This design comes from an exercise in tuning for small area, a short achievable clock period and few clock cycles on the open sky130 flow, not from production work.
Function was checked by simulation only, so behaviour that the tests miss may differ from the original.
Power is estimated from default activity; no workload was simulated.

==> flow/design.v <==
module eete #(
    parameter [31:0] BUSY_TIMEOUT_MS = 32'd10,
    parameter [1:0]  SPI_MODE        = 2'd0,
    parameter        BOUNDS_CHECK    = 1'b0
) (
    input  wire        clk,
    input  wire        rst,
    input  wire        cmd_valid,
    output wire        cmd_ready,
    input  wire [63:0] cmd_word,
    output wire        resp_valid,
    output wire [63:0] resp_word,
    input  wire        pin_valid,
    output wire        pin_ready,
    input  wire [7:0]  pin_data,
    output wire        pout_valid,
    input  wire        pout_ready,
    output wire [7:0]  pout_data,
    output wire        cs_n,
    output wire        cs_oe,
    output wire [7:0]  cs_line,
    output wire        spi_req,
    output wire        spi_w16,
    output reg  [15:0] spi_mosi,
    input  wire        spi_ack,
    input  wire [15:0] spi_miso,
    output wire        spi_cfg,
    output wire [31:0] spi_hz,
    output wire [1:0]  spi_mode,
    output wire        spi_msb_first,
    input  wire [31:0] now_ms
);
    localparam [3:0] OP_BEGIN       = 4'h1;
    localparam [3:0] OP_WRITE_BYTE  = 4'h2;
    localparam [3:0] OP_READ_BYTE   = 4'h3;
    localparam [3:0] OP_WRITE_ARRAY = 4'h4;
    localparam [3:0] OP_READ_ARRAY  = 4'h5;
    localparam [3:0] OP_WAIT_READY  = 4'h6;
    localparam [2:0] R_OK       = 3'b000;    
    localparam [2:0] R_OOR      = 3'b010;    
    localparam [2:0] R_ILLEGAL  = 3'b100;    
    localparam [2:0] R_NOT_INIT = 3'b101;    
    localparam [2:0] R_ALREADY  = 3'b110;    
    localparam [2:0] S_IDLE = 3'd0;
    localparam [2:0] S_RDSR = 3'd1;    
    localparam [2:0] S_SR   = 3'd2;    
    localparam [2:0] S_WREN = 3'd3;    
    localparam [2:0] S_F1   = 3'd4;    
    localparam [2:0] S_F2   = 3'd5;    
    localparam [2:0] S_TX   = 3'd6;    
    localparam [2:0] S_RX   = 3'd7;    
    reg [2:0]  st;
    reg        popw;       
    reg        pushw;      
    reg        parm;       
    reg        rarm;       
    reg [2:0]  op;
    reg        init;       
    reg        cs_n_r;
    reg [7:0]  cs_id;
    reg        rv;         
    reg        cfg;        
    reg [23:0] cur;        
    reg [23:0] rem;        
    reg [23:0] cnt;        
    reg [31:0] t0;         
    reg [7:0]  sr;         
    reg [7:0]  b;          
    reg [2:0]  res;
    wire is_wb = (op == OP_WRITE_BYTE[2:0]);
    wire is_rb = (op == OP_READ_BYTE[2:0]);
    wire is_wa = (op == OP_WRITE_ARRAY[2:0]);
    wire is_ra = (op == OP_READ_ARRAY[2:0]);
    wire [3:0] c_op = cmd_word[3:0];
    reg c_legal;
    always @(*) begin
        case (c_op)
            OP_BEGIN:       c_legal = (cmd_word[7:4] == 4'd0) && (cmd_word[31:16] == 16'd0);
            OP_WRITE_BYTE:  c_legal = (cmd_word[7:4] == 4'd0) && (cmd_word[55:40] == 16'd0) && (cmd_word[63:56] == 8'd0);
            OP_READ_BYTE:   c_legal = (cmd_word[7:4] == 4'd0) && (cmd_word[55:32] == 24'd0) && (cmd_word[63:56] == 8'd0);
            OP_WRITE_ARRAY: c_legal = (cmd_word[7:4] == 4'd0) && (cmd_word[63:56] == 8'd0);
            OP_READ_ARRAY:  c_legal = (cmd_word[7:4] == 4'd0) && (cmd_word[63:56] == 8'd0);
            OP_WAIT_READY:  c_legal = (cmd_word[63:4] == 60'd0);
            default:        c_legal = 1'b0;
        endcase
    end
    wire c_begin = (c_op == OP_BEGIN);
    wire c_lenz  = (cmd_word[55:32] == 24'd0);
    wire c_oor   = (cmd_word[31:27] != 5'd0);       
    wire [4:0]  el_lo   = {1'b0, now_ms[3:0]} - {1'b0, t0[3:0]};
    wire [27:0] hx      = now_ms[31:4] ^ t0[31:4];
    reg  [27:0] hm;
    integer i;
    always @(*) begin
        hm[0] = 1'b1;
        for (i = 1; i < 28; i = i + 1) hm[i] = hm[i-1] & t0[i+3];
    end
    wire        hi_ok   = el_lo[4] ? (hx == hm) : (hx == 28'd0);
    wire        time_ok = hi_ok && (el_lo[3:0] < BUSY_TIMEOUT_MS[3:0]);
    wire        wait_on = spi_miso[0] && time_ok;
    wire        rem_hz  = (rem[23:2] == 22'd0);
    wire        rem0    = rem_hz && (rem[1:0] == 2'd0);
    wire        rem1    = rem_hz && (rem[1:0] == 2'd1);
    wire        rem2    = rem_hz && (rem[1:0] == 2'd2);
    wire        cur_hi  = (cur[8:1] == 8'hFF);
    wire        pg511   = cur_hi &&  cur[0];        
    wire        pg510   = cur_hi && !cur[0];        
    wire        pg_oor  = (cur[18:9] == 10'h3FF);   
    wire [7:0]  rdata   = b & {8{is_rb & ~res[2]}};
    assign cmd_ready     = (st == S_IDLE);
    assign resp_valid    = rv;
    assign resp_word     = {16'd0, sr, cnt, rdata, 4'd0, res[2], 1'b0, res[1:0]};
    assign pin_ready     = popw  | (spi_ack & parm);
    assign pout_valid    = pushw | (spi_ack & rarm);
    assign pout_data     = pushw ? b : spi_miso[7:0];
    assign cs_n          = cs_n_r;
    assign cs_oe         = init;
    assign cs_line       = cs_id;
    assign spi_cfg       = cfg;
    assign spi_hz        = {b, rem};
    assign spi_mode      = SPI_MODE;
    assign spi_msb_first = 1'b1;
    assign spi_req = ~cs_n_r & (st != S_IDLE) & ~popw & ~pushw;
    assign spi_w16 = (st == S_F1) | (st == S_F2);
    always @(*) begin
        case (st)
            S_RDSR:  spi_mosi = 16'h0005;
            S_WREN:  spi_mosi = 16'h0006;
            S_F1:    spi_mosi = {7'b0000001, ~(is_wb | is_wa), cur[23:16]};
            S_F2:    spi_mosi = cur[15:0];
            S_TX:    spi_mosi = {8'd0, b};
            default: spi_mosi = 16'h0000;
        endcase
    end
    always @(posedge clk) begin
        if (rst) begin
            st      <= S_IDLE;
            popw    <= 1'b0;
            pushw   <= 1'b0;
            parm    <= 1'b0;
            rarm    <= 1'b0;
            init    <= 1'b0;
            cs_n_r  <= 1'b1;
            cs_id   <= 8'd0;
            rv      <= 1'b0;
            cfg     <= 1'b0;
        end else begin
            cfg <= 1'b0;
            if (cs_n_r && st != S_IDLE) cs_n_r <= 1'b0;
            case (st)
                S_IDLE: begin
                    if (cmd_valid) begin
                        op   <= c_op[2:0];
                        cur  <= cmd_word[31:8];
                        rem  <= cmd_word[55:32];
                        b    <= c_begin ? cmd_word[63:56] : cmd_word[39:32];
                        cnt  <= 24'd0;
                        sr   <= 8'd0;
                        res  <= R_OK;
                        rv   <= 1'b1;
                        if (!c_legal || (c_begin && cmd_word[63:32] == 32'd0)) begin
                            res <= R_ILLEGAL;
                        end else if (c_begin && init) begin
                            res <= R_ALREADY;
                        end else if (!c_begin && !init) begin
                            res <= R_NOT_INIT;
                        end else if (c_begin) begin
                            init  <= 1'b1;
                            cs_id <= cmd_word[15:8];
                            cfg   <= 1'b1;
                        end else if (c_op == OP_WRITE_ARRAY && c_lenz) begin
                            res <= R_OK;
                        end else if (c_op == OP_WRITE_ARRAY && c_oor) begin
                            res <= R_OOR;
                        end else begin
                            rv     <= 1'b0;
                            cs_n_r <= 1'b0;
                            st     <= S_RDSR;
                        end
                    end
                end
                S_RDSR: begin
                    t0 <= now_ms;
                    if (spi_ack) st <= S_SR;
                end
                S_SR: begin
                    if (spi_ack) begin
                        sr  <= spi_miso[7:0];
                        res <= {2'b00, spi_miso[0]};    
                        if (!wait_on) begin
                            cs_n_r <= 1'b1;
                            if (spi_miso[0]) begin
                                rv <= 1'b1;
                                st <= S_IDLE;
                            end else if (is_wb || is_wa) begin
                                st <= S_WREN;
                            end else if (is_rb || is_ra) begin
                                st <= S_F1;
                            end else begin
                                rv <= 1'b1;
                                st <= S_IDLE;
                            end
                        end
                    end
                end
                S_WREN: begin
                    if (spi_ack) begin
                        cs_n_r <= 1'b1;
                        st     <= S_F1;
                    end
                end
                S_F1: begin
                    if (spi_ack) begin
                        parm <= is_wa;
                        st   <= S_F2;
                    end
                end
                S_F2: begin
                    if (spi_ack) begin
                        parm <= 1'b0;
                        if (is_wb) begin
                            st <= S_TX;
                        end else if (is_wa) begin
                            st <= S_TX;
                            if (pin_valid) begin
                                b    <= pin_data;
                                parm <= !rem1 && !pg511;
                            end else begin
                                popw <= 1'b1;
                            end
                        end else if (is_ra && rem0) begin
                            cs_n_r <= 1'b1;
                            rv     <= 1'b1;
                            st     <= S_IDLE;
                        end else begin
                            rarm <= is_ra;
                            st   <= S_RX;
                        end
                    end
                end
                S_TX: begin
                    if (popw) begin
                        if (pin_valid) begin
                            b    <= pin_data;
                            popw <= 1'b0;
                            parm <= !rem1 && !pg511;
                        end
                    end else if (spi_ack) begin
                        cnt  <= cnt + 24'd1;
                        parm <= 1'b0;
                        if (is_wb || rem1) begin
                            cs_n_r <= 1'b1;
                            rv     <= 1'b1;
                            st     <= S_IDLE;
                        end else begin
                            cur <= cur + 24'd1;
                            rem <= rem - 24'd1;
                            if (pg511) begin
                                cs_n_r <= 1'b1;
                                if (pg_oor) begin
                                    res <= R_OOR;
                                    rv  <= 1'b1;
                                    st  <= S_IDLE;
                                end else begin
                                    st <= S_RDSR;
                                end
                            end else if (pin_valid) begin
                                b    <= pin_data;
                                parm <= !rem2 && !pg510;
                            end else begin
                                popw <= 1'b1;
                            end
                        end
                    end
                end
                S_RX: begin
                    if (pushw) begin
                        if (pout_ready) begin
                            cnt   <= cnt + 24'd1;
                            rem   <= rem - 24'd1;
                            pushw <= 1'b0;
                            if (rem1) begin
                                cs_n_r <= 1'b1;
                                rv     <= 1'b1;
                                st     <= S_IDLE;
                            end else begin
                                rarm <= 1'b1;
                            end
                        end
                    end else if (spi_ack) begin
                        b <= spi_miso[7:0];
                        if (is_rb) begin
                            cnt    <= cnt + 24'd1;
                            cs_n_r <= 1'b1;
                            rv     <= 1'b1;
                            st     <= S_IDLE;
                        end else if (!pout_ready) begin
                            pushw <= 1'b1;
                            rarm  <= 1'b0;
                        end else begin
                            cnt <= cnt + 24'd1;
                            rem <= rem - 24'd1;
                            if (rem1) begin
                                cs_n_r <= 1'b1;
                                rv     <= 1'b1;
                                rarm   <= 1'b0;
                                st     <= S_IDLE;
                            end
                        end
                    end
                end
                default: st <= S_IDLE;
            endcase
        end
    end
endmodule
==> flow/flow/run.sh <==
#!/bin/bash
# The standard layout, with every port buffered by the smallest buffer
# (sky130_fd_sc_hd__buf_1) instead of the one buffer_ports picks by default.
set -euo pipefail
bash standard.sh BUFFER_PORTS_ARGS="-buffer_cell sky130_fd_sc_hd__buf_1" finish > make_finish.log 2>&1
==> flow/standard.sh <==
#!/bin/bash
# synth_recipe.tcl (not shown) runs the flow's synth.tcl, then flattens the netlist and writes it again
# the make line also repeats each setting of config.mk as NAME=value (left out here)
make -C /OpenROAD-flow-scripts/flow DESIGN_CONFIG=/design/flow/config.mk WORK_HOME=/design/flow/orfs CLKGATE_MAP_FILE= SYNTH_SCRIPT=/design/flow/synth_recipe.tcl "${@:-finish}"
==> flow/config.mk <==
export PLATFORM = sky130hd
export DESIGN_NAME = eete
export DESIGN_NICKNAME = eete
export VERILOG_FILES = /design/flow/design.v
export SDC_FILE = /design/flow/constraint.sdc
export NUM_CORES = 4
export LEC_CHECK = 0
export CAP_MARGIN = 20
export CORE_MARGIN = 2
export CORE_UTILIZATION = 60
export CTS_BUF_LIST = sky130_fd_sc_hd__clkbuf_8
export PLACE_DENSITY = 0.65
export SETUP_SLACK_MARGIN = 4.5
export SLEW_MARGIN = 20
==> flow/constraint.sdc <==
create_clock -name core_clock -period 8.0 [get_ports {clk}]
set_input_delay 1.6000 -clock core_clock [delete_from_list [all_inputs] [get_ports {clk}]]
set_output_delay 1.6000 -clock core_clock [all_outputs]
set_load 0.01 [all_outputs]
==> impl_metrics.tcl, run 1 <==
set metrics [dict create \
    cts_max_level 4 \
    clk_latency_ns 0.46 \
    ant_nets 0 \
    clkSinkCount 145 \
    cts_tree "done" \
    routed_wl_microns 29630 \
    overflow 0 \
    relSlewSlack_pct 32.68 \
    setup-violations-final 0 \
    fin_nets 1451 \
    leakage_nw 4.217 \
    grt_pass1_wl_microns 43820 \
    fin_util_pct 75.26 \
    synth-async-reset-ratio_pct 0 \
    synth_cell_types 74 \
    area_growth_pct 23.13 \
    portBuffers 233 \
    drt-wirelength-per-cell_microns 19.20 \
    ctsRootBufferMaster "clkbuf_8" \
    final.min_clock_period_ns 3.715 \
    fmax_ghz 0.2692 \
    synth_warnings 1 \
    routabilityCongestion 0.9524 \
    yosysSeqAreaShare_pct 43.20 \
    start_kind "input port" \
    power_density_nw_per_um2 217.8 \
    timing.final.crit_share_pct 46.44 \
    hold_class "reg2reg" \
    fill_cells 1208 \
    syn_inst 1056 \
    skew_ns 0.01091 \
    synth_edf_count 126 \
    first_pass_iters 6 \
    hp-start "cs_id[1]$_SDFFE_PP0P_" \
    critical_path_class "in2out" \
    synth_top_area_share_pct 39.25 \
    status "no timing/DRC/antenna violations" \
    io_pins 266 \
    via_per_inst 6.035 \
    drive_gt1_share_pct 13.50 \
    final_max_slew_viol_count 0 \
    grt_pass1_vias 8381 \
    drtIter0Drc 883 \
    cts_hold_buf 0 \
    cts_buffers 17 \
    die_w_microns 130.8 \
    fin_tns_setup_ns 0 \
    required_ns 6.40 \
    grt_usage_pct 33.38 \
    final_hold_viol_count 0 \
    cp-end-kind "primary output" \
    remaining_drc_errors 0 \
    synth_ff_type "edfxtp_1" \
    r2r-start "rem[4]$_DFFE_PP_" \
    synth.cell_area_sq_um 9639 \
    initial_core_util_pct 61.12 \
    worstSetupStartpoint "spi_miso[7]" \
    fin_cells 1543 \
    maxCapViolCount 0 \
    synth.ff_latch_count 145 \
    mostFrequentLayoutCells "209 x buf_1, 138 x nand2_1, 126 x edfxtp_1, 81 x nor2_1, 77 x o21ai_0" \
    vias 9312 \
    ir_drop_mv 0.1828 \
    crit_arrival_ns 2.12 \
    synth.avg_cell_area_sq_um 9.128 \
    final_common_cell "buf_1" \
    place_inst 1469 \
    clk_path_buf_depth 2 \
    worstMarginPinSlew_ns 1.008 \
    yosysTopAreaCell "edfxtp_1" \
    coreArea_sq_um 15770 \
    rsz0062_at_grt "yes" \
    antenna_found_initial 2 \
    cp_max_fo 2 \
    clkTransAtPathRegs_ns 0.08 \
    rows 46 \
    die-area_sq_um 17100 \
    synthTopCellsByArea "edfxtp_1 39%, nand2_1 5.5%, o21ai_0 4.0%, dfxtp_1 3.9%, xnor2_1 3.5%" \
    dieHeight_microns 130.8 \
    grt_max_degree 70 \
    dp_hpwl_microns 20730 \
]
sequential cells by signal, indices dropped and copies added (netlist names), 3 cells and up:
register / count
cs_id: 8
t0: 32
res: 3
b: 8
op: 3
st: 3
sr: 8
cnt: 24
cur: 24
rem: 24
synth_stat cells, types with 4 or more instances:
library cell and number:
a2111oi_0 4, a211oi_1 9, a21o_1 8, a21oi_1 51, a311oi_1 14, a31oi_1 12
a32oi_1 9, and2_1 10, and3_1 35, buf_4 24, clkbuf_1 38, dfxtp_1 19
edfxtp_1 126, ha_1 11, inv_1 25, mux2_2 9, mux2i_1 20, nand2_1 140
nand2b_1 13, nand3_1 35, nand3b_1 5, nand4_1 22, nor2_1 87, nor2b_1 12
nor3_1 31, nor3b_1 7, nor4_1 27, nor4_4 4, o21ai_0 78, o21ai_1 4
o22ai_1 15, or3_1 8, or4_1 4, xnor2_1 39, xor2_1 37
area by class of cell:
cell class	instances	area [sq um]	area share [%]
flip-flops and latches	145	4164	35.08
clock buffers	17	234.0	1.971
repair buffers	284	1490	12.56
inverters	27	123.9	1.044
diodes	1	2.502	0.02108
well taps	216	270.3	2.277
clock inverters	15	178.9	1.507
multi-input cells	838	5405	45.54
metrics by stage:
step | total power (W) | worst slack (ns) | hold WS [ns] | area, sq um
final | 0.002585 | 4.285 | 0.4975 | 11870
after detailed placement | 0.001872 | 3.493 | 0.4820 | 10640
after CTS | 0.002528 | 4.271 | 0.5032 | 11530
after global routing | 0.002697 | 4.284 | 0.5514 | 11870
after floorplan | 0.001613 | 4.345 | 0.4764 | 9809
after global placement | 0.001860 | 3.512 | 0.4734 | 10640
where the power goes:
| part | switching, W | leakage [nW] | internal, W |
|---|---|---|---|
| sequential | 0.000124 | 1.33 | 0.000991 |
| clock | 0.000312 | 0.208 | 0.000311 |
| combinational | 0.000548 | 2.68 | 0.000300 |
| total | 0.000983 | 4.22 | 0.00160 |
final timing paths:
kind	slack, ns	depth (start not counted)	end
max	4.28	3	pout_data[7]
min	0.50	2	cs_id[1]$_SDFFE_PP0P_
max reg2reg	4.89	7	rem[10]$_DFFE_PP_
min reg2reg	0.50	2	cs_id[1]$_SDFFE_PP0P_
layer usage:
layer  up-vias  global-route usage, %  part of all wire, %
li1       4404                      -                    -
met3        52                  9.324                  9.9
met2       520                  52.82                   47
met5         -                      0                0.034
met4         2                  11.58                  2.3
met1      4334                  44.37                   40
worst max-delay path, stage by stage:
cell    delay (ns)
buf_8         0.10
mux2_4        0.28
buf_6         0.13
cell families (layout without fill, tap and decap cells):
kind of cell             count (synthesis)  count (layout)  synth area share (%)
AO/OA/AOI/OAI                          238             238                 15.81
XOR/XNOR                                76              76                 6.906
adder cells (fa/ha/maj)                 13              13                 1.739
buffers and inverters                   95             343                 4.738
flip-flops                             145             145                 43.20
multiplexers                            29              29                 3.128
other                                    2              25               0.07791
AND/OR/NAND/NOR                        458             458                 24.40
repair_timing:
action                                  4_1_cts  5_1_grt
endpoints found under the setup margin       54       36
pin swaps                                     5       14
hold endpoints to repair                      0        0
gates cloned                                  1        0
buffers inserted                             16       23
resized for setup                            99       29
Testbench counts, summed over its fixed seeds: cycles 33,762.
==> run 2, diff against run 1 <==
--- a/flow/design.v
+++ b/flow/design.v
@@ -88,14 +88,10 @@
     wire c_lenz  = (cmd_word[55:32] == 24'd0);
     wire c_oor   = (cmd_word[31:27] != 5'd0);       
     wire [4:0]  el_lo   = {1'b0, now_ms[3:0]} - {1'b0, t0[3:0]};
-    wire [27:0] hx      = now_ms[31:4] ^ t0[31:4];
-    reg  [27:0] hm;
-    integer i;
-    always @(*) begin
-        hm[0] = 1'b1;
-        for (i = 1; i < 28; i = i + 1) hm[i] = hm[i-1] & t0[i+3];
-    end
-    wire        hi_ok   = el_lo[4] ? (hx == hm) : (hx == 28'd0);
+    wire [27:0] za      = now_ms[31:4];
+    wire [27:0] zb      = ~t0[31:4];
+    wire [27:0] zc      = {za[26:0] | zb[26:0], ~el_lo[4]};
+    wire        hi_ok   = ((za ^ zb) == zc);
     wire        time_ok = hi_ok && (el_lo[3:0] < BUSY_TIMEOUT_MS[3:0]);
     wire        wait_on = spi_miso[0] && time_ok;
     wire        rem_hz  = (rem[23:2] == 22'd0);
@@ -253,7 +249,8 @@
                             rv     <= 1'b1;
                             st     <= S_IDLE;
                         end else begin
-                            cur <= cur + 24'd1;
+                            cur[8:0] <= cur[8:0] + 9'd1;
+                            if (pg511) cur[18:9] <= cur[18:9] + 10'd1;
                             rem <= rem - 24'd1;
                             if (pg511) begin
                                 cs_n_r <= 1'b1;
==> run 2 against run 1 <==
  * Still clean
  * Clock skew increased by 0.0059 ns
  * Synthesized area decreased by 4.5%
  * Via count decreased by 11%
  * Utilization decreased by 2.1 points
  * Flip-flop and latch count unchanged
  * Sequential share of layout area increased by 2.7 points
  * Cell count decreased by 10%
  * Critical path depth unchanged
  * Non-clock buffer count decreased by 32
  * Clock-buffer cell count increased by 2
  * Die area decreased by 4.4%
  * Largest power group unchanged
==> impl_metrics.tcl, run 2 <==
set metrics [dict create \
    cts_buffers 17 \
    grt_usage_pct 30.38 \
    worst-r2r-cell-count 5 \
    fmax_ghz 0.2702 \
    ant_nets 0 \
    cp-end-kind "primary output" \
    register_area_sq_um 4168 \
    synth_commonest_cells "126 x edfxtp_1, 115 x nand2_1, 66 x nor2_1" \
    synth.cell_area_sq_um 9205 \
    required_ns 6.40 \
    r2r_setup_slack_ns 5.06 \
    yosysSeqAreaShare_pct 45.24 \
    die-area_sq_um 16350 \
    dieHeight_microns 127.9 \
    synth_top_family_by_area "simple AND/OR/NAND/NOR gates" \
    cpPeakStageDelay_ns 0.27 \
    fin_tns_setup_ns 0 \
    synth_fa_ha_area_share_pct 5.519 \
    critical_path_class "in2out" \
    grt_max_degree 49 \
    clk_latency_ns 0.46 \
    grt_pass1_wl_microns 38550 \
    fill_cells 1173 \
    drt-wirelength-per-cell_microns 18.27 \
    ctsRootBufferMaster "clkbuf_8" \
    routed_wl_microns 25260 \
    final_common_cell "buf_1" \
    antenna_found_initial 0 \
    top_register "t0" \
    overflow 0 \
    fin_nets 1348 \
    synth_warnings 1 \
    initial_core_util_pct 61.00 \
    syn_inst 951 \
    ir_drop_mv 0.1123 \
    synth_top_area_share_pct 41.10 \
    crit_arrival_ns 2.10 \
    skew_ns 0.01682 \
    final_max_slew_viol_count 0 \
    mostFrequentLayoutCells "220 x buf_1, 126 x edfxtp_1, 113 x nand2_1, 64 x nor2_1, 58 x o21ai_0" \
    relSlewSlack_pct 33.40 \
    routabilityCongestion 0.9543 \
    fin_util_pct 73.18 \
    worstMarginPinSlew_ns 0.9990 \
    rsz0062_at_grt "yes" \
    synth.avg_cell_area_sq_um 9.679 \
    synth-compound-area-share_pct 12.25 \
    start_kind "input port" \
    synth_xor_area_share_pct 8.088 \
    hold_depth 2 \
    final_area_sq_um 11040 \
    first_pass_iters 8 \
    drive_gt1_share_pct 10.29 \
    synth_mux_area_share_pct 2.950 \
    clkSinkCount 145 \
    dp_hpwl_microns 18250 \
    antennaDiodeCount 0 \
    status "no timing/DRC/antenna violations" \
    cts_tree "done" \
    drtIter0Drc 734 \
    setup-violations-final 0 \
    synth_cell_types 74 \
    area_growth_pct 19.95 \
    remaining_drc_errors 0 \
    yosysTopAreaCell "edfxtp_1" \
    power_density_nw_per_um2 171.3 \
    final_hold_viol_count 0 \
    synth.ff_latch_count 145 \
    largest_register_ff_count 32 \
    synth_ff_type "edfxtp_1" \
    final.min_clock_period_ns 3.701 \
    clk_path_buf_depth 2 \
    grt_pass1_vias 7610 \
    die_w_microns 127.9 \
    leakage_nw 4.058 \
    cp_slowest_cell "mux2_2" \
    multiInputGateArea_sq_um 4831 \
    cts_max_level 4 \
    io_pins 266 \
    cp_cell_sequence "buf_1 -> mux2_2 -> clkbuf_2" \
    cts_hold_buf 0 \
    synthTopCellsByArea "edfxtp_1 41%, xor2_1 5.3%, ha_1 5.3%, nand2_1 4.7%, dfxtp_1 4.1%" \
    cp_max_fo 3 \
    vias 8285 \
    hold_class "reg2reg" \
    maxCapViolCount 0 \
    timing.final.crit_share_pct 46.26 \
    synth_edf_count 126 \
    clkTransAtPathRegs_ns 0.08 \
    via_per_inst 5.991 \
    placed_area_sq_um 10190 \
    synth-simple-area-share_pct 20.27 \
    rows 45 \
    portBuffers 233 \
    coreArea_sq_um 15090 \
    synth-async-reset-ratio_pct 0 \
    yosys.cell_count.top_type "edfxtp_1" \
]
run 2: cells by family after synthesis:
family,after synthesis
AOI/OAI and AO/OA,178
buffers and inverters,112
DFF,145
adders and majority gates,40
muxes,25
and+or+nand+nor,364
other,2
xor gates and xnor gates,85
run 2: through the flow:
| stage | cells | setup WS, ns | power, W | hold slack [ns] |
|---|---|---|---|---|
| floorplan | 973 | 4.492 | 0.001111 | 0.4763 |
| global placement | 1339 | 3.773 | 0.001208 | 0.4467 |
| detailed placement | 1339 | 3.730 | 0.001213 | 0.4524 |
| CTS | 1379 | 4.301 | 0.001881 | 0.4614 |
| global route | 1383 | 4.283 | 0.001961 | 0.4858 |
| finish | 1383 | 4.299 | 0.001892 | 0.4606 |
run 2: area by class of cell:
type | count | share of cell area, %
multi-input combinational | 717 | 43.75
clock inverter | 13 | 1.734
tap | 188 | 2.130
clock buffer | 19 | 2.368
inverter | 49 | 1.722
timing repair buffer | 252 | 10.55
sequential | 145 | 37.75
run 2: report_power, final:
group	total, W	switching [W]	internal, W
sequential	0.000927	0.0000518	0.000875
clock	0.000664	0.000280	0.000384
combinational	0.000301	0.000182	0.000119
run 2: worst paths after layout:
path                          from                    end
max reg2reg     st[2]$_SDFFE_PP0P_      cur[10]$_DFFE_PP_
min reg2reg  cs_id[3]$_SDFFE_PP0P_  cs_id[3]$_SDFFE_PP0P_
max                    spi_miso[5]           pout_data[5]
min          cs_id[3]$_SDFFE_PP0P_  cs_id[3]$_SDFFE_PP0P_
run 2: repair_timing:
| item | 4_1_cts | 5_1_grt |
|---|---|---|
| pin swaps | 3 | 5 |
| setup endpoints to repair | 77 | 50 |
| endpoints found under the hold margin | 0 | 0 |
| cloned | 1 | 1 |
| gates resized for setup | 42 | 30 |
| buffers inserted | 7 | 2 |
run 2: per-layer routing:
metal	wire (microns)	vias to the layer above	track usage, %
li1	-	3891	-
met4	587	0	10.92
met5	0	-	0
met3	2243	56	6.135
met1	10410	3883	40.66
met2	12020	455	49.42
run 2: worst max-delay path: cells and delay by family:
| kind | cells | cell delay, ns |
|---|---|---|
| muxes | 1 | 0.27 |
| buffers and inverters | 2 | 0.23 |
Testbench counts of run 2, summed over its fixed seeds: cycles 33,762.
==> run 3, diff against run 2 <==
--- a/flow/design.v
+++ b/flow/design.v
@@ -108,12 +108,12 @@
     assign resp_word     = {16'd0, sr, cnt, rdata, 4'd0, res[2], 1'b0, res[1:0]};
     assign pin_ready     = popw  | (spi_ack & parm);
     assign pout_valid    = pushw | (spi_ack & rarm);
-    assign pout_data     = pushw ? b : spi_miso[7:0];
+    assign pout_data     = (spi_miso[7:0] & {8{~pushw}}) | b;
     assign cs_n          = cs_n_r;
     assign cs_oe         = init;
     assign cs_line       = cs_id;
     assign spi_cfg       = cfg;
-    assign spi_hz        = {b, rem};
+    assign spi_hz        = {cur[23:16], rem};
     assign spi_mode      = SPI_MODE;
     assign spi_msb_first = 1'b1;
     assign spi_req = ~cs_n_r & (st != S_IDLE) & ~popw & ~pushw;
@@ -147,9 +147,9 @@
                 S_IDLE: begin
                     if (cmd_valid) begin
                         op   <= c_op[2:0];
-                        cur  <= cmd_word[31:8];
+                        cur  <= {cmd_word[31:24] | cmd_word[63:56], cmd_word[23:8]};
                         rem  <= cmd_word[55:32];
-                        b    <= c_begin ? cmd_word[63:56] : cmd_word[39:32];
+                        b    <= cmd_word[39:32] & {8{~c_op[2]}};
                         cnt  <= 24'd0;
                         sr   <= 8'd0;
                         res  <= R_OK;
@@ -276,6 +276,7 @@
                             cnt   <= cnt + 24'd1;
                             rem   <= rem - 24'd1;
                             pushw <= 1'b0;
+                            b     <= 8'd0;
                             if (rem1) begin
                                 cs_n_r <= 1'b1;
                                 rv     <= 1'b1;
@@ -285,13 +286,14 @@
                             end
                         end
                     end else if (spi_ack) begin
-                        b <= spi_miso[7:0];
                         if (is_rb) begin
+                            b      <= spi_miso[7:0];
                             cnt    <= cnt + 24'd1;
                             cs_n_r <= 1'b1;
                             rv     <= 1'b1;
                             st     <= S_IDLE;
                         end else if (!pout_ready) begin
+                            b     <= spi_miso[7:0];
                             pushw <= 1'b1;
                             rarm  <= 1'b0;
                         end else begin
==> flow/flow/run.sh (replaced) <==
#!/bin/bash
# The standard layout (the standard.sh, standard synthesis included) with
# two changes to how the layout is made:
#  - every port is buffered by the smallest buffer, sky130_fd_sc_hd__buf_1,
#    instead of the one buffer_ports picks by default;
#  - clock tree synthesis adds no dummy loads to balance the tree.
# make's full output goes to make_finish.log; each step's own log is under
# orfs/logs/.
set -euo pipefail
bash standard.sh \
  BUFFER_PORTS_ARGS="-buffer_cell sky130_fd_sc_hd__buf_1" \
  CTS_ARGS="-sink_clustering_enable -repair_clock_nets -buf_list sky130_fd_sc_hd__clkbuf_8 -dont_use_dummy_load" \
  finish > make_finish.log 2>&1
==> run 3 against run 2 <==
  * Combinational power shrank 42%
  * Sequential power shrank 6.6%
  * Cell count shrank 1.7%
  * Utilization shrank 1.3 points
  * Critical path depth is the same
  * Synthesized cell count shrank 2.3%
  * Clock power shrank 35%
  * Setup slack gained 0.077 ns
  * Via count shrank 2.0%
  * Critical endpoint is now pout_data[6]
  * Largest cell class unchanged
  * Highest routed layer unchanged
==> impl_metrics.tcl, run 3 <==
set metrics [dict create \
    synth_cell_types 76 \
    final_area_sq_um 10810 \
    relSlewSlack_pct 28.63 \
    required_ns 6.40 \
    fin_util_pct 71.92 \
    status "no timing/DRC/antenna violations" \
    antennaDiodeCount 0 \
    via_per_inst 5.972 \
    grt_usage_pct 31.75 \
    setup-violations-final 0 \
    r2r_end "b[4]$_DFFE_PP_" \
    cp_max_fo 2 \
    power_density_nw_per_um2 135.9 \
    clk_latency_ns 0.46 \
    ctsRootBufferMaster "clkbuf_8" \
    mostFrequentLayoutCells "213 x buf_1, 126 x edfxtp_1, 88 x nand2_1, 77 x nor2_1, 56 x xor2_1" \
    synth-compound-area-share_pct 12.13 \
    synth_ff_type "edfxtp_1" \
    initial_core_util_pct 60.67 \
    synth_edf_count 126 \
    grt_pass1_vias 7390 \
    yosysTopAreaCell "edfxtp_1" \
    leakage_nw 4.125 \
    synth.avg_cell_area_sq_um 9.817 \
    placed_area_sq_um 10070 \
    cts_tree "done" \
    antenna_found_initial 0 \
    routabilityCongestion 0.9763 \
    synth_xor_area_share_pct 7.779 \
    hp-start "cs_id[3]$_SDFFE_PP0P_" \
    io_pins 266 \
    fin_nets 1340 \
    fin_tns_setup_ns 0 \
    rows 45 \
    crit_arrival_ns 2.02 \
    vias 8122 \
    syn_inst 929 \
    timing.final.crit_share_pct 45.30 \
    synth.ff_latch_count 145 \
    clkSinkCount 145 \
    fmax_ghz 0.2759 \
    final_common_cell "buf_1" \
    synth_commonest_cells "126 x edfxtp_1, 92 x nand2_1, 79 x nor2_1" \
    drtIter0Drc 848 \
    grt_max_degree 69 \
    worst-r2r-cell-count 8 \
    dieHeight_microns 127.3 \
    power_w 0.001470 \
    synthTopCellsByArea "edfxtp_1 41%, xor2_1 5.4%, ha_1 5.4%, dfxtp_1 4.2%, nand2_1 3.8%" \
    top_register "t0" \
    fin_cells 1360 \
    worstMarginPinSlew_ns 1.062 \
    final_hold_viol_count 0 \
    cts_max_level 4 \
    clkTransAtPathRegs_ns 0.06 \
    overflow 0 \
    grt_pass1_wl_microns 39760 \
    synth_warnings 1 \
    synth_top_family_by_area "simple AND/OR/NAND/NOR gates" \
    die_w_microns 127.3 \
    synth_fa_ha_area_share_pct 5.570 \
    maxCapViolCount 0 \
    hold_class "reg2reg" \
    cp-end-kind "primary output" \
    synth-async-reset-ratio_pct 0 \
    ir_drop_mv 0.1070 \
    area_growth_pct 18.55 \
    place_inst 1318 \
    clk_path_buf_depth 2 \
    r2r-start "st[2]$_SDFFE_PP0P_" \
    final_max_slew_viol_count 0 \
    routed_wl_microns 25840 \
    first_pass_iters 8 \
    portBuffers 233 \
    dp_hpwl_microns 19040 \
    critical_path_class "in2out" \
    yosysSeqAreaShare_pct 45.66 \
    r2r_setup_slack_ns 5.08 \
    start_kind "input port" \
    skew_ns 0.02173 \
    synth-simple-area-share_pct 20.51 \
    ant_nets 0 \
    coreArea_sq_um 15030 \
    rsz0062_at_grt "yes" \
    hold_depth 2 \
    min_delay_worst_endpoint "cs_id[3]$_SDFFE_PP0P_" \
    synth.cell_area_sq_um 9120 \
    remaining_drc_errors 0 \
    synth_mux_area_share_pct 2.195 \
    cts_buffers 17 \
    synth_top_area_share_pct 41.49 \
    drive_gt1_share_pct 10.24 \
    drt-wirelength-per-cell_microns 19.00 \
    die-area_sq_um 16200 \
    largest_register_ff_count 32 \
    final.min_clock_period_ns 3.624 \
    yosys.cell_count.top_type "edfxtp_1" \
]
## run 3: cells by family (layout without fill, tap and decap cells)
family,after synthesis,after routing
simple gates,358,358
fa+ha+maj,40,40
flops,145,145
other cells,2,24
mux,20,20
buf+inv,115,336
compound gates,168,168
xor+xnor,81,81
## run 3: repair_timing
item                       in CTS  in global routing
setup endpoints to repair      48                 33
pin swaps                       4                  3
hold buffers                    0                  0
gates resized for setup        65                 18
setup buffers                  18                  7
## run 3: area by class of cell
type / instances / area (sq um)
clock buffers: 17 / 234.0
fillers: 1243 / 4222
inverters: 50 / 191.4
multi-input cells: 691 / 4657
flip-flops and latches: 145 / 4168
well taps: 188 / 235.2
repair buffers: 269 / 1326
## run 3: worst max-delay path: stages
cell,delay [ns]
buf_8,0.10
a21o_1,0.19
buf_6,0.13
## run 3: layer usage
layer,share of wire (%),GRT usage (%),vias to the layer above
met4,2.3,9.890,0
li1,-,-,3811
met2,47,50.20,409
met3,9.6,7.621,47
met1,41,43.65,3855
met5,0,0,-
## run 3: where the power goes
part	internal, W	switching (W)	leakage, nW
clock	0.000187	0.000242	0.122
combinational	0.0000720	0.000103	2.67
sequential	0.000843	0.0000230	1.33
## run 3: how the worst max path moves through the flow
stage / endpoint / slack [ns] / depth (start not counted) / from
floorplan: pin_ready / 4.35 / 3 / spi_ack
global placement: res[1]$_DFFE_PP_ / 3.79 / 8 / cmd_word[37]
detailed placement: pout_valid / 3.80 / 4 / spi_ack
CTS: pin_ready / 4.39 / 3 / spi_ack
global route: pout_data[6] / 4.38 / 3 / spi_miso[6]
finish: pout_data[6] / 4.38 / 3 / spi_miso[6]
## run 3: per-stage QoR
stage	hold WS [ns]	worst slack (ns)
floorplan	0.4763	4.349
global placement	0.4732	3.794
detailed placement	0.4820	3.801
CTS	0.4931	4.393
global route	0.5166	4.376
finish	0.4949	4.376
Testbench counts of run 3, summed over its fixed seeds: cycles 33,762.
==> run 4, diff against run 3 <==
--- a/flow/design.v
+++ b/flow/design.v
@@ -52,7 +52,6 @@
     reg [2:0]  st;
     reg        popw;       
     reg        pushw;      
-    reg        parm;       
     reg        rarm;       
     reg [2:0]  op;
     reg        init;       
@@ -61,8 +60,11 @@
     reg        rv;         
     reg        cfg;        
     reg [23:0] cur;        
-    reg [23:0] rem;        
+    reg [23:0] len;        
+    reg        lenz;       
     reg [23:0] cnt;        
+    reg        lst;        
+    reg        pge;        
     reg [31:0] t0;         
     reg [7:0]  sr;         
     reg [7:0]  b;          
@@ -94,26 +96,20 @@
     wire        hi_ok   = ((za ^ zb) == zc);
     wire        time_ok = hi_ok && (el_lo[3:0] < BUSY_TIMEOUT_MS[3:0]);
     wire        wait_on = spi_miso[0] && time_ok;
-    wire        rem_hz  = (rem[23:2] == 22'd0);
-    wire        rem0    = rem_hz && (rem[1:0] == 2'd0);
-    wire        rem1    = rem_hz && (rem[1:0] == 2'd1);
-    wire        rem2    = rem_hz && (rem[1:0] == 2'd2);
-    wire        cur_hi  = (cur[8:1] == 8'hFF);
-    wire        pg511   = cur_hi &&  cur[0];        
-    wire        pg510   = cur_hi && !cur[0];        
     wire        pg_oor  = (cur[18:9] == 10'h3FF);   
+    wire        parm    = is_wa & ((st == S_F2) | ((st == S_TX) & ~popw & ~lst & ~pge));
     wire [7:0]  rdata   = b & {8{is_rb & ~res[2]}};
     assign cmd_ready     = (st == S_IDLE);
     assign resp_valid    = rv;
     assign resp_word     = {16'd0, sr, cnt, rdata, 4'd0, res[2], 1'b0, res[1:0]};
     assign pin_ready     = popw  | (spi_ack & parm);
     assign pout_valid    = pushw | (spi_ack & rarm);
-    assign pout_data     = (spi_miso[7:0] & {8{~pushw}}) | b;
+    assign pout_data     = pushw ? b : spi_miso[7:0];
     assign cs_n          = cs_n_r;
     assign cs_oe         = init;
     assign cs_line       = cs_id;
     assign spi_cfg       = cfg;
-    assign spi_hz        = {cur[23:16], rem};
+    assign spi_hz        = {cur[23:16], len};
     assign spi_mode      = SPI_MODE;
     assign spi_msb_first = 1'b1;
     assign spi_req = ~cs_n_r & (st != S_IDLE) & ~popw & ~pushw;
@@ -129,11 +125,14 @@
         endcase
     end
     always @(posedge clk) begin
+        lst <= (cnt + 24'd1 == len);
+        pge <= (cur[8:0] == 9'h1FF);
+    end
+    always @(posedge clk) begin
         if (rst) begin
             st      <= S_IDLE;
             popw    <= 1'b0;
             pushw   <= 1'b0;
-            parm    <= 1'b0;
             rarm    <= 1'b0;
             init    <= 1'b0;
             cs_n_r  <= 1'b1;
@@ -148,8 +147,9 @@
                     if (cmd_valid) begin
                         op   <= c_op[2:0];
                         cur  <= {cmd_word[31:24] | cmd_word[63:56], cmd_word[23:8]};
-                        rem  <= cmd_word[55:32];
-                        b    <= cmd_word[39:32] & {8{~c_op[2]}};
+                        len  <= cmd_word[55:32];
+                        lenz <= c_lenz;
+                        b    <= cmd_word[39:32];
                         cnt  <= 24'd0;
                         sr   <= 8'd0;
                         res  <= R_OK;
@@ -206,25 +206,20 @@
                     end
                 end
                 S_F1: begin
-                    if (spi_ack) begin
-                        parm <= is_wa;
-                        st   <= S_F2;
-                    end
+                    if (spi_ack) st <= S_F2;
                 end
                 S_F2: begin
                     if (spi_ack) begin
-                        parm <= 1'b0;
                         if (is_wb) begin
                             st <= S_TX;
                         end else if (is_wa) begin
                             st <= S_TX;
                             if (pin_valid) begin
                                 b    <= pin_data;
-                                parm <= !rem1 && !pg511;
                             end else begin
                                 popw <= 1'b1;
                             end
-                        end else if (is_ra && rem0) begin
+                        end else if (is_ra && lenz) begin
                             cs_n_r <= 1'b1;
                             rv     <= 1'b1;
                             st     <= S_IDLE;
@@ -239,20 +234,17 @@
                         if (pin_valid) begin
                             b    <= pin_data;
                             popw <= 1'b0;
-                            parm <= !rem1 && !pg511;
                         end
                     end else if (spi_ack) begin
-                        cnt  <= cnt + 24'd1;
-                        parm <= 1'b0;
-                        if (is_wb || rem1) begin
+                        cnt <= cnt + 24'd1;
+                        if (is_wb || lst) begin
                             cs_n_r <= 1'b1;
                             rv     <= 1'b1;
                             st     <= S_IDLE;
                         end else begin
                             cur[8:0] <= cur[8:0] + 9'd1;
-                            if (pg511) cur[18:9] <= cur[18:9] + 10'd1;
-                            rem <= rem - 24'd1;
-                            if (pg511) begin
+                            if (pge) cur[18:9] <= cur[18:9] + 10'd1;
+                            if (pge) begin
                                 cs_n_r <= 1'b1;
                                 if (pg_oor) begin
                                     res <= R_OOR;
@@ -263,7 +255,6 @@
                                 end
                             end else if (pin_valid) begin
                                 b    <= pin_data;
-                                parm <= !rem2 && !pg510;
                             end else begin
                                 popw <= 1'b1;
                             end
@@ -274,10 +265,8 @@
                     if (pushw) begin
                         if (pout_ready) begin
                             cnt   <= cnt + 24'd1;
-                            rem   <= rem - 24'd1;
                             pushw <= 1'b0;
-                            b     <= 8'd0;
-                            if (rem1) begin
+                            if (lst) begin
                                 cs_n_r <= 1'b1;
                                 rv     <= 1'b1;
                                 st     <= S_IDLE;
@@ -286,20 +275,18 @@
                             end
                         end
                     end else if (spi_ack) begin
+                        b <= spi_miso[7:0];
                         if (is_rb) begin
-                            b      <= spi_miso[7:0];
                             cnt    <= cnt + 24'd1;
                             cs_n_r <= 1'b1;
                             rv     <= 1'b1;
                             st     <= S_IDLE;
                         end else if (!pout_ready) begin
-                            b     <= spi_miso[7:0];
                             pushw <= 1'b1;
                             rarm  <= 1'b0;
                         end else begin
                             cnt <= cnt + 24'd1;
-                            rem <= rem - 24'd1;
-                            if (rem1) begin
+                            if (lst) begin
                                 cs_n_r <= 1'b1;
                                 rv     <= 1'b1;
                                 rarm   <= 1'b0;
==> run 4 against run 3 <==
  * Register-to-register slack lost 0.10 ns
  * Clock-buffer cell count is the same
  * Utilization grew 0.55 points
  * Sequential power grew 2%
  * Die area grew 1.4%
  * Synthesized cell count grew 1.6%
  * Worst hold slack lost 0.011 ns
  * Critical endpoint is now pout_data[2]
  * Largest power group unchanged
  * Highest routed layer unchanged
==> impl_metrics.tcl, run 4 <==
set metrics [dict create \
    skew_ns 0.02627 \
    die-area_sq_um 16440 \
    via_per_inst 5.966 \
    relSlewSlack_pct 30.26 \
    r2r-start "cnt[2]$_DFFE_PP_" \
    synth_edf_count 127 \
    synthTopCellsByArea "edfxtp_1 41%, xnor2_1 5.6%, ha_1 5.0%, dfxtp_1 4.3%, xor2_1 3.7%" \
    fin_tns_setup_ns 0 \
    synth.cell_area_sq_um 9256 \
    first_pass_iters 5 \
    cp_slowest_cell "mux2_4" \
    synth_cell_types 71 \
    dp_hpwl_microns 19210 \
    ant_nets 0 \
    drtIter0Drc 785 \
    cpPeakStageDelay_ns 0.26 \
    fin_ws_ns 4.307 \
    mostFrequentLayoutCells "205 x buf_1, 127 x edfxtp_1, 81 x nor2_1, 81 x nand2_1" \
    yosysSeqAreaShare_pct 45.53 \
    critical_path_class "in2out" \
    busiest_layer "met2" \
    worst-r2r-cell-count 7 \
    synth-async-reset-ratio_pct 0 \
    cp_cell_sequence "buf_8 -> mux2_4 -> buf_6" \
    final_hold_viol_count 0 \
    fin_nets 1344 \
    final_common_cell "buf_1" \
    power_density_nw_per_um2 137.1 \
    area_growth_pct 18.57 \
    cp.buffers_inverters 2 \
    clkSinkCount 147 \
    timing.final.crit_share_pct 46.16 \
    yosysTopAreaCell "edfxtp_1" \
    start_kind "input port" \
    met3_usage_pct 6.928 \
    vias 8149 \
    rows 45 \
    cts_buffers 17 \
    status "no timing/DRC/antenna violations" \
    cts_tree "done" \
    hold_class "reg2reg" \
    routabilityCongestion 0.9472 \
    maxCapViolCount 0 \
    cts_hold_buf 0 \
    clk_path_buf_depth 2 \
    synth_ff_type "edfxtp_1" \
    dieHeight_microns 128.2 \
    cp_max_fo 2 \
    fill_cells 1161 \
    remaining_drc_errors 0 \
    crit_family "multiplexers" \
    dp_slack_ns 3.753 \
    synth_commonest_cells "127 x edfxtp_1, 87 x nor2_1, 84 x nand2_1" \
    grt_pass1_vias 7449 \
    antenna_found_initial 0 \
    r2r_end "lst$_DFF_P_" \
    final_max_slew_viol_count 0 \
    met2_usage_pct 51.10 \
    hold_depth 2 \
    hp-start "cs_id[3]$_SDFFE_PP0P_" \
    largest_register_ff_count 32 \
    final.min_clock_period_ns 3.693 \
    crit_arrival_ns 2.09 \
    die_w_microns 128.2 \
    leakage_nw 3.930 \
    synth_top_area_share_pct 41.20 \
    cts_max_level 4 \
    initial_core_util_pct 61.12 \
    clkTransAtPathRegs_ns 0.07 \
    rsz0062_at_grt "yes" \
    overflow 0 \
    coreArea_sq_um 15150 \
    worstMarginPinSlew_ns 1.044 \
    synth.ff_latch_count 147 \
    io_pins 266 \
    r2r_setup_slack_ns 4.98 \
    ctsRootBufferMaster "clkbuf_8" \
    required_ns 6.40 \
    cp-end-kind "primary output" \
    antennaDiodeCount 0 \
    grt_pass1_wl_microns 39500 \
    clk_latency_ns 0.45 \
    portBuffers 233 \
    grt_use_met1_pct 42.08 \
    fmax_ghz 0.2708 \
    yosys.cell_count.top_type "edfxtp_1" \
    ir_drop_mv 0.1022 \
    syn_inst 944 \
    routed_wl_microns 26460 \
    drt-wirelength-per-cell_microns 19.37 \
    whs_ns 0.4842 \
    top_register "t0" \
    grt_max_degree 41 \
    setup-violations-final 0 \
    min_delay_worst_endpoint "cs_id[3]$_SDFFE_PP0P_" \
    synth.avg_cell_area_sq_um 9.805 \
    synth_warnings 1 \
    grt_usage_pct 31.53 \
    drive_gt1_share_pct 12.65 \
]
==> run 4: changes by cell type after synthesis, moves of 11 or more <==
cell,delta
xor2_1,-17
xnor2_1,+34
a21o_1,-11
and2_1,-12
a21oi_1,+22
==> run 4: routing by layer <==
layer | vias up | part of all wire (%)
li1 | 3813 | -
met1 | 3854 | 41
met2 | 433 | 48
met3 | 49 | 9.3
met4 | 0 | 2.3
met5 | - | 0
==> run 4: tightest hold or removal path, delay by kind of cell, from the launching register on <==
family,cells,cell delay (ns)
flip-flops,1,0.31
AO/OA/AOI/OAI,2,0.13
==> run 4: how the worst max path moves through the flow <==
stage                           start      endpoint  slack [ns]  cells past startpoint
after floorplan               spi_ack     pin_ready        4.40                      3
after global placement        spi_ack     pin_ready        3.73                      4
after detailed placement      spi_ack     pin_ready        3.75                      4
after CTS                 spi_miso[2]  pout_data[2]        4.31                      3
after global routing          spi_ack     pin_ready        4.27                      4
final                     spi_miso[2]  pout_data[2]        4.31                      3
==> run 4: kinds of logic (layout without fill, tap and decap cells) <==
family / after synthesis / count (layout) / share of synthesized area (%)
muxes: 25 / 25 / 2.812
other: 2 / 24 / 0.08113
AOI/OAI and AO/OA: 165 / 165 / 11.17
adders and majority gates: 38 / 38 / 5.218
and+or+nand+nor: 346 / 346 / 18.76
xor gates and xnor gates: 98 / 98 / 9.273
DFF: 147 / 147 / 45.53
buffers and inverters: 123 / 335 / 7.164
==> run 4: cell type report <==
type / count / area, sq um / area share, %
clock buffer: 17 / 234.0 / 2.132
inverter: 46 / 183.9 / 1.676
multi-input combinational: 696 / 4705 / 42.86
sequential: 147 / 4220 / 38.45
tap: 188 / 235.2 / 2.143
timing repair buffer: 271 / 1393 / 12.69
timing repair inverter: 1 / 5.005 / 0.04560
==> run 4: timing repair <==
item                                   in CTS  in global routing
pin swaps                                   3                 17
endpoints found under the hold margin       0                  0
buffers inserted                           17                  9
gates cloned                                1                  1
resized for setup                          66                 50
setup endpoints to repair                  41                 29
==> run 4: stage by stage <==
step | instances | area (sq um) | total power, W | util, %
floorplan | 966 | 9371 | 0.001002 | -
global placement | 1321 | 10070 | 0.001061 | 66.48
global route | 1366 | 10980 | 0.001553 | 72.47
finish | 1366 | 10980 | 0.001505 | 72.47
CTS | 1356 | 10660 | 0.001495 | 70.39
detailed placement | 1321 | 10070 | 0.001063 | 66.48
==> run 4: where the power goes <==
part	switching [W]	internal (W)
combinational	0.000110	0.0000826
clock	0.000245	0.000187
sequential	0.0000245	0.000855
Testbench counts of run 4, summed over its fixed seeds: cycles 33,762.

-- separate check: timing with driven ports --
In the flow no input, the clock included, has a driving cell. The finished layouts below were timed again as built, in two steps.
Step 1 (the two cells are an assumption about what drives the block):
set clk [get_ports {clk}]
set_driving_cell -lib_cell sky130_fd_sc_hd__clkbuf_16 $clk
set_driving_cell -lib_cell sky130_fd_sc_hd__buf_2 [delete_from_list [all_inputs] $clk]
Step 2 times the ports against the registers' clock, not the clock port: input delays grow and output delays shrink by t, the midpoint of the rising clock arrivals with the driver on.
Slacks: ideal / step 1 / step 2; pairs: ideal / step 1.
run | t (ns) | slack for setup (ns) | worst hold slack (ns) | slew at the worst register clock pin (ns) | cell pins on the clock port's net
run 1 | 0.495 | 4.285 / 4.225 / 4.020 | 0.498 / 0.498 / 0.498 | 0.09 / 0.09 | 1
run 2 | 0.489 | 4.299 / 4.250 / 4.022 | 0.461 / 0.461 / 0.461 | 0.09 / 0.09 | 1
run 3 | 0.488 | 4.376 / 4.332 / 4.184 | 0.495 / 0.495 / 0.495 | 0.08 / 0.08 | 1
run 4 | 0.483 | 4.307 / 4.247 / 4.114 | 0.484 / 0.484 / 0.484 | 0.08 / 0.08 | 1
After both steps every run listed still meets setup and hold. For run 2, which loses most, drivers alone change the setup slack by -0.049 ns; drivers and shift together by -0.277 ns.
